From an optimization exercise on the open Yosys and OpenROAD flow, aimed at small area, a short achievable clock period and few clock cycles per item; shortcuts taken in it are not production practice. Function was not checked in any run shown here: the RTL went through the layout flow alone.

==> flow/design.v <==
module jlfe_xxtea (
    input  wire         clk,
    input  wire         rst,           
    input  wire         cmd_valid,
    output wire         cmd_ready,
    input  wire         cmd_decrypt,   
    input  wire [3:0]   cmd_nm1,       
    input  wire [127:0] cmd_key,       
    input  wire         in_valid,
    output wire         in_ready,
    input  wire [31:0]  in_data,
    output wire         out_valid,
    input  wire         out_ready,
    output wire [31:0]  out_data,
    output wire         out_last
);
    localparam [1:0] S_IDLE = 2'd0,    
                     S_LOAD = 2'd1,    
                     S_PREF = 2'd2,    
                     S_RUN  = 2'd3;    
    reg  [1:0]   state;
    reg          dec;
    reg  [3:0]   nm1;
    reg  [127:0] key;
    reg  [31:0]  v [0:15];
    reg  [3:0]   li;          
    reg  [3:0]   p;           
    reg  [2:0]   m;           
    reg  [31:0]  W;           
    reg  [31:0]  Y;           
    reg  [31:0]  Z;           
    reg          oact;        
    reg  [3:0]   o;           
    reg  [3:0]   onm1;        
    reg  [31:0] sum;
    always @(*) begin
        case (m)
            3'd1:    sum = 32'h9E3779B9;
            3'd2:    sum = 32'h3C6EF372;
            3'd3:    sum = 32'hDAA66D2B;
            3'd4:    sum = 32'h78DDE6E4;
            3'd5:    sum = 32'h1715609D;
            default: sum = 32'hB54CDA56;
        endcase
    end
    wire [1:0]  ksel = p[1:0] ^ sum[3:2];
    wire [31:0] kw   = key[32*ksel +: 32];
    wire [31:0] mx = (((Z >> 5) ^ (Y << 2)) + ((Y >> 3) ^ (Z << 4)))
                   ^ ((sum ^ Y) + (kw ^ Z));
    wire [31:0] w_new = dec ? (W - mx) : (W + mx);
    wire        p_top   = (p == nm1);
    wire        p_bot   = (p == 4'd0);
    wire [3:0]  p_inc   = p_top ? 4'd0 : p + 4'd1;
    wire [3:0]  p_dec   = p_bot ? nm1  : p - 4'd1;
    wire [3:0]  pn      = dec ? p_dec : p_inc;               
    wire [3:0]  pn_inc  = (pn == nm1)  ? 4'd0 : pn + 4'd1;
    wire [3:0]  pn_dec  = (pn == 4'd0) ? nm1  : pn - 4'd1;
    wire [3:0]  pn_nb   = dec ? pn_dec : pn_inc;            
    wire        round_end = dec ? p_bot : p_top;
    wire        last_rnd  = dec ? (m == 3'd1) : (m == 3'd6);
    wire        last_step = (state == S_RUN) && round_end && last_rnd;
    wire [3:0]  p0     = dec ? nm1 : 4'd0;
    wire [3:0]  p0_nb  = dec ? nm1 - 4'd1 : 4'd1;
    wire out_more  = oact && (o != onm1);        
    wire out_fire  = oact && out_ready;
    wire out_free  = !oact || (out_ready && (o == onm1));
    assign cmd_ready = (state == S_IDLE) || last_step;
    wire cmd_fire    = cmd_valid && cmd_ready;
    assign in_ready  = (state == S_LOAD) && (!oact || (li <= o));
    wire in_fire     = in_valid && in_ready;
    wire load_last   = (li == nm1);
    wire go_run = out_free && ((state == S_PREF) ||
                               ((state == S_LOAD) && in_fire && load_last));
    assign out_valid = oact;
    assign out_data  = W;
    assign out_last  = (o == onm1);
    wire        running = (state == S_RUN);
    wire [3:0]  a1 = running ? (last_step ? 4'd0 : pn)
                             : (out_more ? o + 4'd1 : p0);
    wire [3:0]  a2 = running ? pn_nb : p0_nb;
    wire        loading = (state == S_LOAD);
    wire        f1 = running ? (last_step && dec) : (loading && !out_more && (p0 == li));
    wire        f2 = running ? (nm1 == 4'd1)      : (loading && (p0_nb == li));
    wire [31:0] rd1 = f1 ? (running ? w_new : in_data) : v[a1];
    wire [31:0] rd2 = f2 ? (running ? w_new : in_data) : v[a2];
    always @(posedge clk) begin
        if (running)
            v[p] <= w_new;
        else if (in_fire)
            v[li] <= in_data;
        if (running || go_run || out_fire)
            W <= rd1;
        if (running && dec)
            Y <= w_new;
        else if (in_fire && dec && (li == 4'd0))
            Y <= in_data;
        else if ((running || go_run) && !dec)
            Y <= rd2;
        if (running && !dec)
            Z <= w_new;
        else if (in_fire && !dec)
            Z <= in_data;
        else if ((running || go_run) && dec)
            Z <= rd2;
        if (rst) begin
            state <= S_IDLE;
            oact  <= 1'b0;
        end else begin
            if (last_step) begin
                oact <= 1'b1;
                o    <= 4'd0;
                onm1 <= nm1;
            end else if (out_fire) begin
                if (o == onm1)
                    oact <= 1'b0;
                o <= o + 4'd1;
            end
            if (cmd_fire) begin
                dec   <= cmd_decrypt;
                nm1   <= cmd_nm1;
                key   <= cmd_key;
                li    <= 4'd0;
                state <= S_LOAD;
            end else begin
                case (state)
                    S_LOAD: begin
                        if (in_fire) begin
                            li <= li + 4'd1;
                            if (load_last)
                                state <= go_run ? S_RUN : S_PREF;
                        end
                    end
                    S_PREF: begin
                        if (go_run)
                            state <= S_RUN;
                    end
                    S_RUN: begin
                        if (last_step)
                            state <= S_IDLE;
                    end
                    default: ;
                endcase
            end
            if (go_run) begin
                p <= p0;
                m <= dec ? 3'd6 : 3'd1;
            end else if (running) begin
                p <= pn;
                if (round_end)
                    m <= dec ? m - 3'd1 : m + 3'd1;
            end
        end
    end
endmodule
==> flow/run.sh <==
#!/bin/bash
# synth_recipe.tcl (not shown) runs the flow's synth.tcl, then flattens the netlist and writes it again
# the make line also repeats each setting of config.mk as NAME=value (left out here)
make -C /OpenROAD-flow-scripts/flow DESIGN_CONFIG=/design/flow/config.mk WORK_HOME=/design/flow/orfs CLKGATE_MAP_FILE= SYNTH_SCRIPT=/design/flow/synth_recipe.tcl finish
==> flow/config.mk <==
export PLATFORM = sky130hd
export DESIGN_NAME = jlfe_xxtea
export DESIGN_NICKNAME = jlfe_xxtea
export VERILOG_FILES = /design/flow/design.v
export SDC_FILE = /design/flow/constraint.sdc
export NUM_CORES = 4
export LEC_CHECK = 0
export CAP_MARGIN = 20
export CORE_MARGIN = 2
export CORE_UTILIZATION = 40
export PLACE_DENSITY = 0.6
export SLEW_MARGIN = 20
==> flow/constraint.sdc <==
create_clock -name core_clock -period 12.0 [get_ports {clk}]
set_input_delay 2.4000 -clock core_clock [delete_from_list [all_inputs] [get_ports {clk}]]
set_output_delay 2.4000 -clock core_clock [all_outputs]
set_load 0.01 [all_outputs]
==> results of run 1 <==
[flip-flops by register name, summed over array words and instances, names as in the netlist]
signal	count
li	4
dec	1
onm1	4
m	3
o	4
Z	32
nm1	4
p	4
key	128
state	2
v	512
Y	32
oact	1
W	32
[layout make-up]
type	instances	area, sq um	area share (%)
inverter	62	232.7	0.4516
tap	1500	1877	3.642
clock inverter	47	505.5	0.9809
timing repair buffer	303	2825	5.482
antenna	1	2.502	0.004856
clock buffer	102	2191	4.251
multi-input combinational	3039	21020	40.78
sequential	763	22880	44.40
[metrics by stage]
stage | hold WS [ps] | util, %
floorplan | 451.2 | -
global placement | 591.4 | 43.51
detailed placement | 585.9 | 43.51
CTS | 596.2 | 45.92
global route | 651.1 | 45.93
finish | 590.4 | 45.93
[worst min-delay path: stages, from the launching register on]
cell and delay, ps:
dfxtp_1 350, a21oi_1 150, nor3_1 50
[cell usage in the layout (no fill, tap or decap), types with 18 or more instances in the layout]
cell             synthesis  final
a211oi_1               249    249
a21o_1                  86     84
a21oi_1                317    313
a22oi_1                 23     23
a311oi_1                40     40
a31oi_1                 36     34
and3_1                  39     39
buf_4                   21     95
clkbuf_16                0     85
clkdlybuf4s50_1          0    205
edfxtp_1               760    760
ha_1                   118    117
inv_1                   60     60
mux2i_1                279    279
mux4_2                  35     35
nand2_1                506    504
nand2b_1                24     24
nand3_1                238    238
nand4_1                 20     20
nor2_1                 172    151
nor2_4                   0     18
nor2b_1                144    144
nor3_1                  21     21
o211ai_1                19     19
o21a_1                  19     19
o21ai_0                137    134
xnor2_1                118    116
xor2_1                 150    150
[cells by family (layout without fill, tap and decap cells)]
kind of cell,after synthesis,after routing,share of synthesized area (%)
xor gates and xnor gates,274,274,5.507
and+or+nand+nor,1254,1254,13.26
buffers and inverters,341,514,3.264
DFF,763,763,50.76
muxes,325,325,8.218
AOI/OAI and AO/OA,1065,1065,15.59
adders and majority gates,121,121,3.408
other,0,1,0
[metal layers]
metal | track usage [%] | vias up | share of wire, %
li1 | - | 15885 | -
met1 | 33.53 | 17035 | 42
met2 | 41.77 | 1402 | 47
met3 | 3.640 | 264 | 6.8
met4 | 9.965 | 0 | 4.0
met5 | 0 | - | 0
[worst paths after layout]
| kind | start | to | slack, ps | depth (start not counted) |
|---|---|---|---|---|
| hold reg to reg | state[1]$_SDFFE_PP0P_ | state[1]$_SDFFE_PP0P_ | 590 | 2 |
| setup / recovery | m[2]$_DFFE_PP_ | Y[28]$_DFFE_PP_ | 1080 | 33 |
| hold / removal | state[1]$_SDFFE_PP0P_ | state[1]$_SDFFE_PP0P_ | 590 | 2 |
| setup reg to reg | m[2]$_DFFE_PP_ | Y[28]$_DFFE_PP_ | 1080 | 33 |
==> impl_metrics.yaml, run 1 <==
critical_path:
  slowest_stage: "a2111oi_0"
  path_class: "reg -> reg"
  worst_path_most_repeated_cell: "ha_1"
  cp.arrival_ps: 11290
  cp_max_fo: 14
  slowest_delay_ps: 970
  cp-end-kind: "flop"
  crit_buf_inv: 4
  required_ps: 12370
  critPathLaunchType: "flop"
  cpLargestDelayFamily: "compound AO/OA/AOI/OAI gates"
clocking:
  clk_path_buf_depth: 3
  cts.repair.resized: 0
  clkTransAtPathRegs_ps: 60
  htree_levels: 3
  cts_buffers: 82
  cts.sinks: 763
  root_buffer: "clkbuf_16"
  cts_tree: "built"
  cts_hold_repair.buffers: 0
  cts_setup_buffers: 0
  clock_latency_ps: 670
synthesis:
  yosysMostFrequentCell: "edfxtp_1"
  yosys.area.top_type_share_pct: 50.62
  syn_avg_cell_area_sq_um: 10.88
  synth_top_area_cell: "edfxtp_1"
  seq_area_frac_synth_pct: 50.76
  ys_warn_count: 1
  async_reset_ff_share_pct: 0
  ys.flop_type: "edfxtp_1"
  synth_edf_count: 760
  netlist_top_cells_area: "edfxtp_1 51%, mux2i_1 6.2%, nand2_1 4.2%, a211oi_1 4.1%, a21oi_1 3.5%"
  ys_types: 96
  yosys-top-cells-count: "760 x edfxtp_1, 506 x nand2_1, 317 x a21oi_1, 279 x mux2i_1, 249 x a211oi_1"
  synth.ff_latch_count: 763
  syn_inst: 4143
  syn_nets: 4434
  syn_area_sq_um: 45080
final_layout:
  areaGrowthSynthToFinish_pct: 14.31
  drive_above_1_share_pct: 7.692
  finalNonFillerCells: 5817
  fillers: 10289
  final_nets: 4542
  stdcell_area_sq_um: 51530
outcome:
  status: "no timing/DRC/antenna violations"
min_path:
  hold_class: "reg -> reg"
timing:
  fin_ws_ps: 1079
  max_clock_freq_mhz: 91.57
  rsz0062_at_grt: "false"
  period_share_pct: 91.01
  hold_violations: 0
  tns_ps: 0
  relSlewSlack_pct: 19.95
  setup_viol: 0
  slew_viol_final: 0
  clock_skew_ps: 28.66
  worst-slew-pin-transition_ps: 1198
  period_minus_slack_ps: 10920
floorplanning:
  die-area_sq_um: 115400
  ios: 206
  initial_utilization_pct: 40.18
  chipWidth_um: 339.7
  die_h_um: 339.7
  coreArea_sq_um: 112200
  rows: 123
global_routing:
  grt_max_degree: 142
  grt_pass1_vias: 32871
  grt_use_total_pct: 25.29
  grt_pass1_wl_um: 218100
  grt-ovfl-total: 0
  grt_antenna_before_repair: 0
route:
  drt-vias-per-instance: 5.946
  drc: 0
  firstDrtPassIters: 6
  vias: 34586
  routedWlPerCell_um: 25.81
  antenna_left: 0
  wl_um: 150100
  initialDrtViolationCount: 3752
placed_design:
  io_buffers: 205
  placed_cell_area_sq_um: 48820
  placed_cells: 5667
  dp_hpwl_um: 98960
  gp_congestion: 0.9629
  place_ws_ps: 1377
job:
  cap_viol_max_count: 0
==> run 2: changes to the inputs <==
--- a/flow/design.v
+++ b/flow/design.v
@@ -30,23 +30,13 @@
     reg  [31:0]  Y;           
     reg  [31:0]  Z;           
+    reg  [31:0]  KW;          
     reg          oact;        
     reg  [3:0]   o;           
     reg  [3:0]   onm1;        
-    reg  [31:0] sum;
-    always @(*) begin
-        case (m)
-            3'd1:    sum = 32'h9E3779B9;
-            3'd2:    sum = 32'h3C6EF372;
-            3'd3:    sum = 32'hDAA66D2B;
-            3'd4:    sum = 32'h78DDE6E4;
-            3'd5:    sum = 32'h1715609D;
-            default: sum = 32'hB54CDA56;
-        endcase
-    end
-    wire [1:0]  ksel = p[1:0] ^ sum[3:2];
-    wire [31:0] kw   = key[32*ksel +: 32];
-    wire [31:0] mx = (((Z >> 5) ^ (Y << 2)) + ((Y >> 3) ^ (Z << 4)))
-                   ^ ((sum ^ Y) + (kw ^ Z));
-    wire [31:0] w_new = dec ? (W - mx) : (W + mx);
+    reg  [31:0] sum;          
+    wire [31:0] mx_a, mx_b, w_new;
+    xxtea_add32 add_a (.a((Z >> 5) ^ (Y << 2)), .b((Y >> 3) ^ (Z << 4)), .ci(1'b0), .s(mx_a));
+    xxtea_add32 add_b (.a(sum ^ Y), .b(KW ^ Z), .ci(1'b0), .s(mx_b));
+    xxtea_add32 add_w (.a(W), .b(mx_a ^ mx_b ^ {32{dec}}), .ci(dec), .s(w_new));
     wire        p_top   = (p == nm1);
     wire        p_bot   = (p == 4'd0);
@@ -57,7 +47,21 @@
     wire [3:0]  pn_dec  = (pn == 4'd0) ? nm1  : pn - 4'd1;
     wire [3:0]  pn_nb   = dec ? pn_dec : pn_inc;            
+    wire        running   = (state == S_RUN);
     wire        round_end = dec ? p_bot : p_top;
     wire        last_rnd  = dec ? (m == 3'd1) : (m == 3'd6);
     wire        last_step = (state == S_RUN) && round_end && last_rnd;
+    wire [2:0]  m_next = round_end ? (dec ? m - 3'd1 : m + 3'd1) : m;
+    reg  [31:0] sum_n;
+    always @(*) begin
+        case (running ? m_next : (dec ? 3'd6 : 3'd1))
+            3'd1:    sum_n = 32'h9E3779B9;
+            3'd2:    sum_n = 32'h3C6EF372;
+            3'd3:    sum_n = 32'hDAA66D2B;
+            3'd4:    sum_n = 32'h78DDE6E4;
+            3'd5:    sum_n = 32'h1715609D;
+            default: sum_n = 32'hB54CDA56;
+        endcase
+    end
+    wire [1:0]  ksel_n = (running ? pn[1:0] : p0[1:0]) ^ sum_n[3:2];
     wire [3:0]  p0     = dec ? nm1 : 4'd0;
     wire [3:0]  p0_nb  = dec ? nm1 - 4'd1 : 4'd1;
@@ -75,5 +79,4 @@
     assign out_data  = W;
     assign out_last  = (o == onm1);
-    wire        running = (state == S_RUN);
     wire [3:0]  a1 = running ? (last_step ? 4'd0 : pn)
                              : (out_more ? o + 4'd1 : p0);
@@ -91,4 +94,6 @@
         if (running || go_run || out_fire)
             W <= rd1;
+        KW  <= key[32*ksel_n +: 32];
+        sum <= sum_n;
         if (running && dec)
             Y <= w_new;
@@ -147,8 +152,33 @@
             end else if (running) begin
                 p <= pn;
-                if (round_end)
-                    m <= dec ? m - 3'd1 : m + 3'd1;
+                m <= m_next;
             end
         end
     end
 endmodule
+module xxtea_add32 (
+    input  wire [31:0] a,
+    input  wire [31:0] b,
+    input  wire        ci,
+    output wire [31:0] s
+);
+    wire [31:0] p0 = a ^ b;
+    reg  [31:0] g, p, gn, pn;
+    integer d, i;
+    always @(*) begin
+        g = a & b;
+        p = p0;
+        g[0] = g[0] | (p0[0] & ci);
+        for (d = 1; d < 32; d = d * 2) begin
+            gn = g;
+            pn = p;
+            for (i = d; i < 32; i = i + 1) begin
+                gn[i] = g[i] | (p[i] & g[i-d]);
+                pn[i] = p[i] & p[i-d];
+            end
+            g = gn;
+            p = pn;
+        end
+    end
+    assign s = p0 ^ {g[30:0], ci};
+endmodule
==> run 2 against run 1 <==
  * Critical path depth is 16 lower
  * Clock skew is 3.5 ps higher
  * Register-to-register slack better by 3900 ps
  * Hold slack worse by 37 ps
  * Die area is 0.54% lower
  * Design area hardly changed
  * Critical path type unchanged
==> impl_metrics.yaml, run 2 <==
synthesis:
  synth_edf_count: 760
  ys.flop_type: "edfxtp_1"
  syn_nets: 4290
  synth.ff_latch_count: 808
  syn_inst: 3998
  yosys.area.top_type_share_pct: 50.90
  synth_top_area_cell: "edfxtp_1"
  async_reset_ff_share_pct: 0
  yosys-top-cells-count: "760 x edfxtp_1, 663 x nand2_1, 219 x mux2i_1, 203 x nand3_1, 187 x a21oi_1"
  syn_area_sq_um: 44840
  syn_avg_cell_area_sq_um: 11.21
  netlist_top_cells_area: "edfxtp_1 51%, nand2_1 5.6%, mux2i_1 4.9%, ha_1 3.3%, mux4_2 3.3%"
  seq_area_frac_synth_pct: 53.04
  yosysMostFrequentCell: "edfxtp_1"
  ys_warn_count: 2
  ys_types: 89
timing:
  rsz0062_at_grt: "false"
  tns_ps: 0
  worst-slew-pin-transition_ps: 1157
  max_clock_freq_mhz: 141.8
  relSlewSlack_pct: 22.50
  period_share_pct: 58.75
  hold_violations: 0
  setup_viol: 0
  slew_viol_final: 0
  period_minus_slack_ps: 7050
  clock_skew_ps: 32.14
floorplanning:
  ios: 206
  chipWidth_um: 338.8
  initial_utilization_pct: 40.40
  die-area_sq_um: 114800
  rows: 122
  coreArea_sq_um: 111000
  die_h_um: 338.8
placed_design:
  placed_cells: 5524
  io_buffers: 205
  dp_hpwl_um: 101200
  gp_congestion: 0.9173
critical_path:
  crit_chain: "inv_1 -> ha_1 -> nor3b_1 -> nor3_1 -> a211o_1 -> inv_1 -> ha_1 -> inv_1 -> a211o_1 -> nor2_1 -> a221o_1 -> a21o_4 -> buf_4 -> buf_4 -> a311oi_1 -> nor4b_1 -> o22ai_1"
  cp_max_fo: 70
  path_class: "reg -> reg"
  critPathLaunchType: "flop"
  rr_worst_depth: 17
  required_ps: 12380
  reg2reg_slack_ps: 4950
  rr_startpoint: "p[0]$_DFFE_PP_"
  cp-end-kind: "flop"
  startpoint: "p[0]$_DFFE_PP_"
  crit_path_end: "Z[18]$_DFFE_PP_"
  slowest_delay_ps: 1010
  slowest_stage: "nor4b_1"
  cp.arrival_ps: 7430
  worst_path_most_repeated_cell: "inv_1"
  reg2reg_to: "Z[18]$_DFFE_PP_"
final_layout:
  final_common_cell: "edfxtp_1"
  final_util_pct: 46.45
  fillers: 10004
  final_cell_mix: "760 x edfxtp_1, 661 x nand2_1, 219 x mux2i_1"
  antennaDiodeCount: 0
  reg_top3: "v (512), key (128)"
  areaGrowthSynthToFinish_pct: 14.97
  regMostFlops: "v"
  largest_reg_flops: 512
  finalNonFillerCells: 5688
  drive_above_1_share_pct: 8.810
  final_nets: 4418
global_routing:
  grt_use_total_pct: 26.04
  grt_pass1_wl_um: 222700
  grt_max_degree: 81
  grt_antenna_before_repair: 2
  grt-ovfl-total: 0
  grt_pass1_vias: 32450
route:
  wl_um: 153600
  routedWlPerCell_um: 27.01
  antenna_left: 0
  initialDrtViolationCount: 4215
  vias: 33964
  drt-vias-per-instance: 5.971
  firstDrtPassIters: 6
  drc: 0
clocking:
  root_buffer: "clkbuf_16"
  cts_buffers: 87
  cts_tree: "built"
  clock_latency_ps: 680
  cts_setup_buffers: 0
  clkTransAtPathRegs_ps: 60
  cts.repair.resized: 0
  cts_hold_repair.buffers: 0
  clk_path_buf_depth: 3
  cts.sinks: 808
  htree_levels: 3
job:
  cap_viol_max_count: 0
min_path:
  hold_class: "reg -> reg"
outcome:
  status: "no timing/DRC/antenna violations"
## run 2: cell count changes after synthesis, sizes merged, moves of 23 or more
cell | previous run | this run
mux2i | 279 | 219
mux4 | 35 | 65
nor2 | 172 | 149
a311oi | 40 | 72
dfxtp | 3 | 48
and2 | 18 | 69
a21oi | 318 | 188
nor2b | 145 | 14
clkbuf | 170 | 132
a211oi | 249 | 134
a31oi | 36 | 74
nand2 | 507 | 665
xnor2 | 118 | 145
nand3 | 238 | 203
## run 2: cells by family after synthesis
family,Yosys count,share of synthesized area [%]
buffers and inverters,326,3.156
multiplexers,295,8.439
AND/OR/NAND/NOR,1253,12.40
adder cells (fa/ha/maj),122,3.455
AO/OA/AOI/OAI,895,13.63
flip-flops,808,53.04
XOR/XNOR,299,5.874
## run 2: how the worst min path moves through the flow
stage	start	end	depth (start not counted)
2_1_floorplan	nm1[1]$_DFFE_PP_	onm1[1]$_DFFE_PP_	0
3_3_place_gp	key[40]$_DFFE_PP_	KW[8]$_DFF_P_	1
3_5_place_dp	key[41]$_DFFE_PP_	KW[9]$_DFF_P_	1
4_1_cts	key[41]$_DFFE_PP_	KW[9]$_DFF_P_	1
5_1_grt	key[9]$_DFFE_PP_	KW[9]$_DFF_P_	1
6_report	key[41]$_DFFE_PP_	KW[9]$_DFF_P_	1
## run 2: final cells by class
| class | instances | area (sq um) | area share (%) |
|---|---|---|---|
| Clock inverter | 57 | 639.4 | 1.240 |
| Timing Repair Buffer | 294 | 2730 | 5.296 |
| Tap cell | 1488 | 1862 | 3.612 |
| Clock buffer | 106 | 2331 | 4.522 |
| Sequential cell | 808 | 23780 | 46.14 |
| Inverter | 71 | 266.5 | 0.5170 |
| Multi-Input combinational cell | 2864 | 19940 | 38.67 |
## run 2: critical path: cells and delay by family, from the launching register on
family                   cells  cell delay, ps
AO/OA/AOI/OAI                6            2110
flip-flops                   1             600
adder cells (fa/ha/maj)      2             460
AND/OR/NAND/NOR              4            1700
buffers and inverters        5            1800
## run 2: per-layer routing
metal | up-vias | GRT usage, % | routed length [um]
met1 | 16710 | 35.64 | 63800
li1 | 15247 | - | -
met3 | 280 | 4.559 | 13580
met5 | - | 0 | 25
met2 | 1723 | 41.69 | 71080
met4 | 4 | 9.037 | 5141
## run 2: stage by stage
stage / cell area [sq um] / hold WS [ps] / setup slack [ps]
4_1_cts: 51540 / 552.8 / 5077
5_1_grt: 51550 / 576.3 / 4433
6_report: 51550 / 553.7 / 4950
3_3_place_gp: 48560 / 536.5 / 5270
3_5_place_dp: 48570 / 542.3 / 5159
2_1_floorplan: 44840 / 420.6 / 3257
==> run 3: changes to the inputs <==
--- a/flow/config.mk
+++ b/flow/config.mk
@@ -10,3 +10,4 @@
 export CORE_UTILIZATION = 40
 export PLACE_DENSITY = 0.6
+export SETUP_SLACK_MARGIN = 5
 export SLEW_MARGIN = 20
==> run 3 against run 2 <==
  * Flip-flop and latch count unchanged
  * Maximum frequency is 4.0% higher
  * Sequential share of layout area hardly changed
  * Hold slack improved by 1.1 ps
  * Still clean
  * Synthesized area stayed put
==> impl_metrics.yaml, run 3 <==
final_layout:
  areaGrowthSynthToFinish_pct: 15.07
  final_common_cell: "edfxtp_1"
  reg_top3: "v (512), key (128)"
  fillers: 10000
  final_util_pct: 46.49
  regMostFlops: "v"
  drive_above_1_share_pct: 8.842
  finalNonFillerCells: 5690
  final_cell_mix: "760 x edfxtp_1, 660 x nand2_1, 219 x mux2i_1"
  final_nets: 4418
  largest_reg_flops: 512
critical_path:
  cp_max_fo: 58
  cp.arrival_ps: 7280
  required_ps: 12500
  cp-end-kind: "flop"
  reg2reg_slack_ps: 5220
  critPathLaunchType: "flop"
  path_class: "reg -> reg"
synthesis:
  synth-compound-area-share_pct: 13.63
  yosysMostFrequentCell: "edfxtp_1"
  ys_types: 89
  synth_edf_count: 760
  syn_area_sq_um: 44840
  seq_area_frac_synth_pct: 53.04
  async_reset_ff_share_pct: 0
  synth.ff_latch_count: 808
  syn_inst: 3998
  ys.flop_type: "edfxtp_1"
  synth_top_area_cell: "edfxtp_1"
  ys_warn_count: 2
  yosys.area_share.xor_xnor_pct: 5.874
  synth_adder_area_share_pct: 3.455
  synthMuxAreaShare_pct: 8.439
  synth_top_family_by_area: "compound AO/OA/AOI/OAI gates"
  yosys.area.top_type_share_pct: 50.90
  yosys-top-cells-count: "760 x edfxtp_1, 663 x nand2_1, 219 x mux2i_1, 203 x nand3_1, 187 x a21oi_1"
  syn_avg_cell_area_sq_um: 11.21
  syn_nets: 4290
  synthSimpleGateAreaFrac_pct: 12.40
  netlist_top_cells_area: "edfxtp_1 51%, nand2_1 5.6%, mux2i_1 4.9%, ha_1 3.3%, mux4_2 3.3%"
placed_design:
  dp_hpwl_um: 99420
  placed_cells: 5523
  place_ws_ps: 5060
  gp_congestion: 0.9480
  io_buffers: 205
timing:
  slew_viol_final: 0
  clock_skew_ps: 25.78
  hold_violations: 0
  fin_ws_ps: 5223
  period_share_pct: 56.47
  period_minus_slack_ps: 6777
  worst-slew-pin-transition_ps: 1204
  setup_viol: 0
  relSlewSlack_pct: 19.76
  max_clock_freq_mhz: 147.6
  tns_ps: 0
  rsz0062_at_grt: "false"
clocking:
  clkTransAtPathRegs_ps: 60
  cts.sinks: 808
  clk_path_buf_depth: 3
  htree_levels: 3
  root_buffer: "clkbuf_16"
  cts_setup_buffers: 0
  cts_hold_repair.buffers: 0
  cts_buffers: 88
  cts.repair.resized: 1
  cts_tree: "built"
  clock_latency_ps: 680
route:
  routedWlPerCell_um: 27.02
  wl_um: 153700
  antenna_left: 0
  vias: 34246
  drt-vias-per-instance: 6.019
  initialDrtViolationCount: 4004
  drc: 0
  firstDrtPassIters: 8
floorplanning:
  die_h_um: 338.8
  chipWidth_um: 338.8
  rows: 122
  coreArea_sq_um: 111000
  ios: 206
  die-area_sq_um: 114800
  initial_utilization_pct: 40.40
global_routing:
  grt_pass1_vias: 32516
  grt-busiest-layer: "met2"
  use_met1_pct: 35.58
  grt_max_degree: 119
  grt_use_total_pct: 26.00
  grt_antenna_before_repair: 1
  grt_pass1_wl_um: 222900
  use_met2_pct: 41.42
  grt-ovfl-total: 0
  use_met3_pct: 4.593
outcome:
  status: "no timing/DRC/antenna violations"
min_path:
  hold_class: "reg -> reg"
job:
  cap_viol_max_count: 0
[run 3: cell counts after synthesis]
No cell type changed its count.
[run 3: final cells by class]
type                       instances  area (sq um)  share of cell area, %
sequential                       808         23780                  46.10
antenna                            6         15.01                0.02910
tap                             1488          1862                  3.609
inverter                          71         266.5                 0.5166
clock inverter                    43         471.7                 0.9143
multi-input combinational       2864         19970                  38.70
timing repair buffer             293          2774                  5.377
clock buffer                     117          2455                  4.758
[run 3: cells by family (layout without fill, tap and decap cells)]
group / count (synthesis) / in the layout
muxes: 295 / 295
other: 0 / 6
AOI/OAI and AO/OA: 895 / 895
xor gates and xnor gates: 299 / 299
DFF: 808 / 808
adders and majority gates: 122 / 122
and+or+nand+nor: 1253 / 1253
buffers and inverters: 326 / 524
[run 3: stage by stage]
stage	instance area, sq um	hold slack (ps)
2_1_floorplan	44840	420.6
3_3_place_gp	48590	543.8
3_5_place_dp	48590	542.9
4_1_cts	51520	552.8
5_1_grt	51580	576.9
6_report	51590	554.8
[run 3: routing by layer]
metal  up-vias  share of wire [%]
li1      15257                  -
met1     16911                 41
met2      1794                 46
met3       284                9.3
met4         0                3.6
met5         -                  0
[run 3: path summary, 6_finish.rpt]
| path | start | end | depth (start not counted) |
|---|---|---|---|
| setup / recovery | p[0]$_DFFE_PP_ | Y[2]$_DFFE_PP_ | 20 |
| hold / removal | key[9]$_DFFE_PP_ | KW[9]$_DFF_P_ | 1 |
| setup reg to reg | p[0]$_DFFE_PP_ | Y[2]$_DFFE_PP_ | 20 |
| hold reg to reg | key[9]$_DFFE_PP_ | KW[9]$_DFF_P_ | 1 |
[run 3: worst max-delay path, stage by stage, from the launching register on]
cell and delay (ps):
edfxtp_1 620, inv_1 220, ha_1 250, nor3b_1 480, nor3_1 80, a211o_1 350, inv_1 170, ha_1 220
inv_1 70, a221oi_2 220, nor3b_4 350, mux2_4 370, and2_4 260, nor2_4 120, buf_4 610, buf_6 630
mux2i_1 260, mux2i_1 90, o221ai_1 750, mux2i_1 190, a21oi_1 220

==> separate check: timing with driven ports <==
The results above use ideal ports. As a check the final layouts listed here were re-extracted and re-timed, cells and wires unchanged.
Step 1 sets driving cells, clkbuf_16 on the clock port and buf_2 on the other inputs (assumed; they add their load-dependent delay and slew).
Step 2 times the ports against the registers' clock, not the clock port: input delays grow and output delays shrink by t, the midpoint of the rising clock arrivals with the driver on.
Three values: ideal ports, drivers, drivers and shift; two values: the first two.
run	t, ns	slack for setup (ns)	slew at the worst register clock pin (ns)	pins driven straight from the clock port
run 1	0.730	1.079 / 1.079 / 1.079	0.07 / 0.07	1
run 2	0.743	4.950 / 4.950 / 4.950	0.07 / 0.07	1
run 3	0.742	5.223 / 5.223 / 5.223	0.07 / 0.07	1
After both steps every run listed still meets setup and hold.
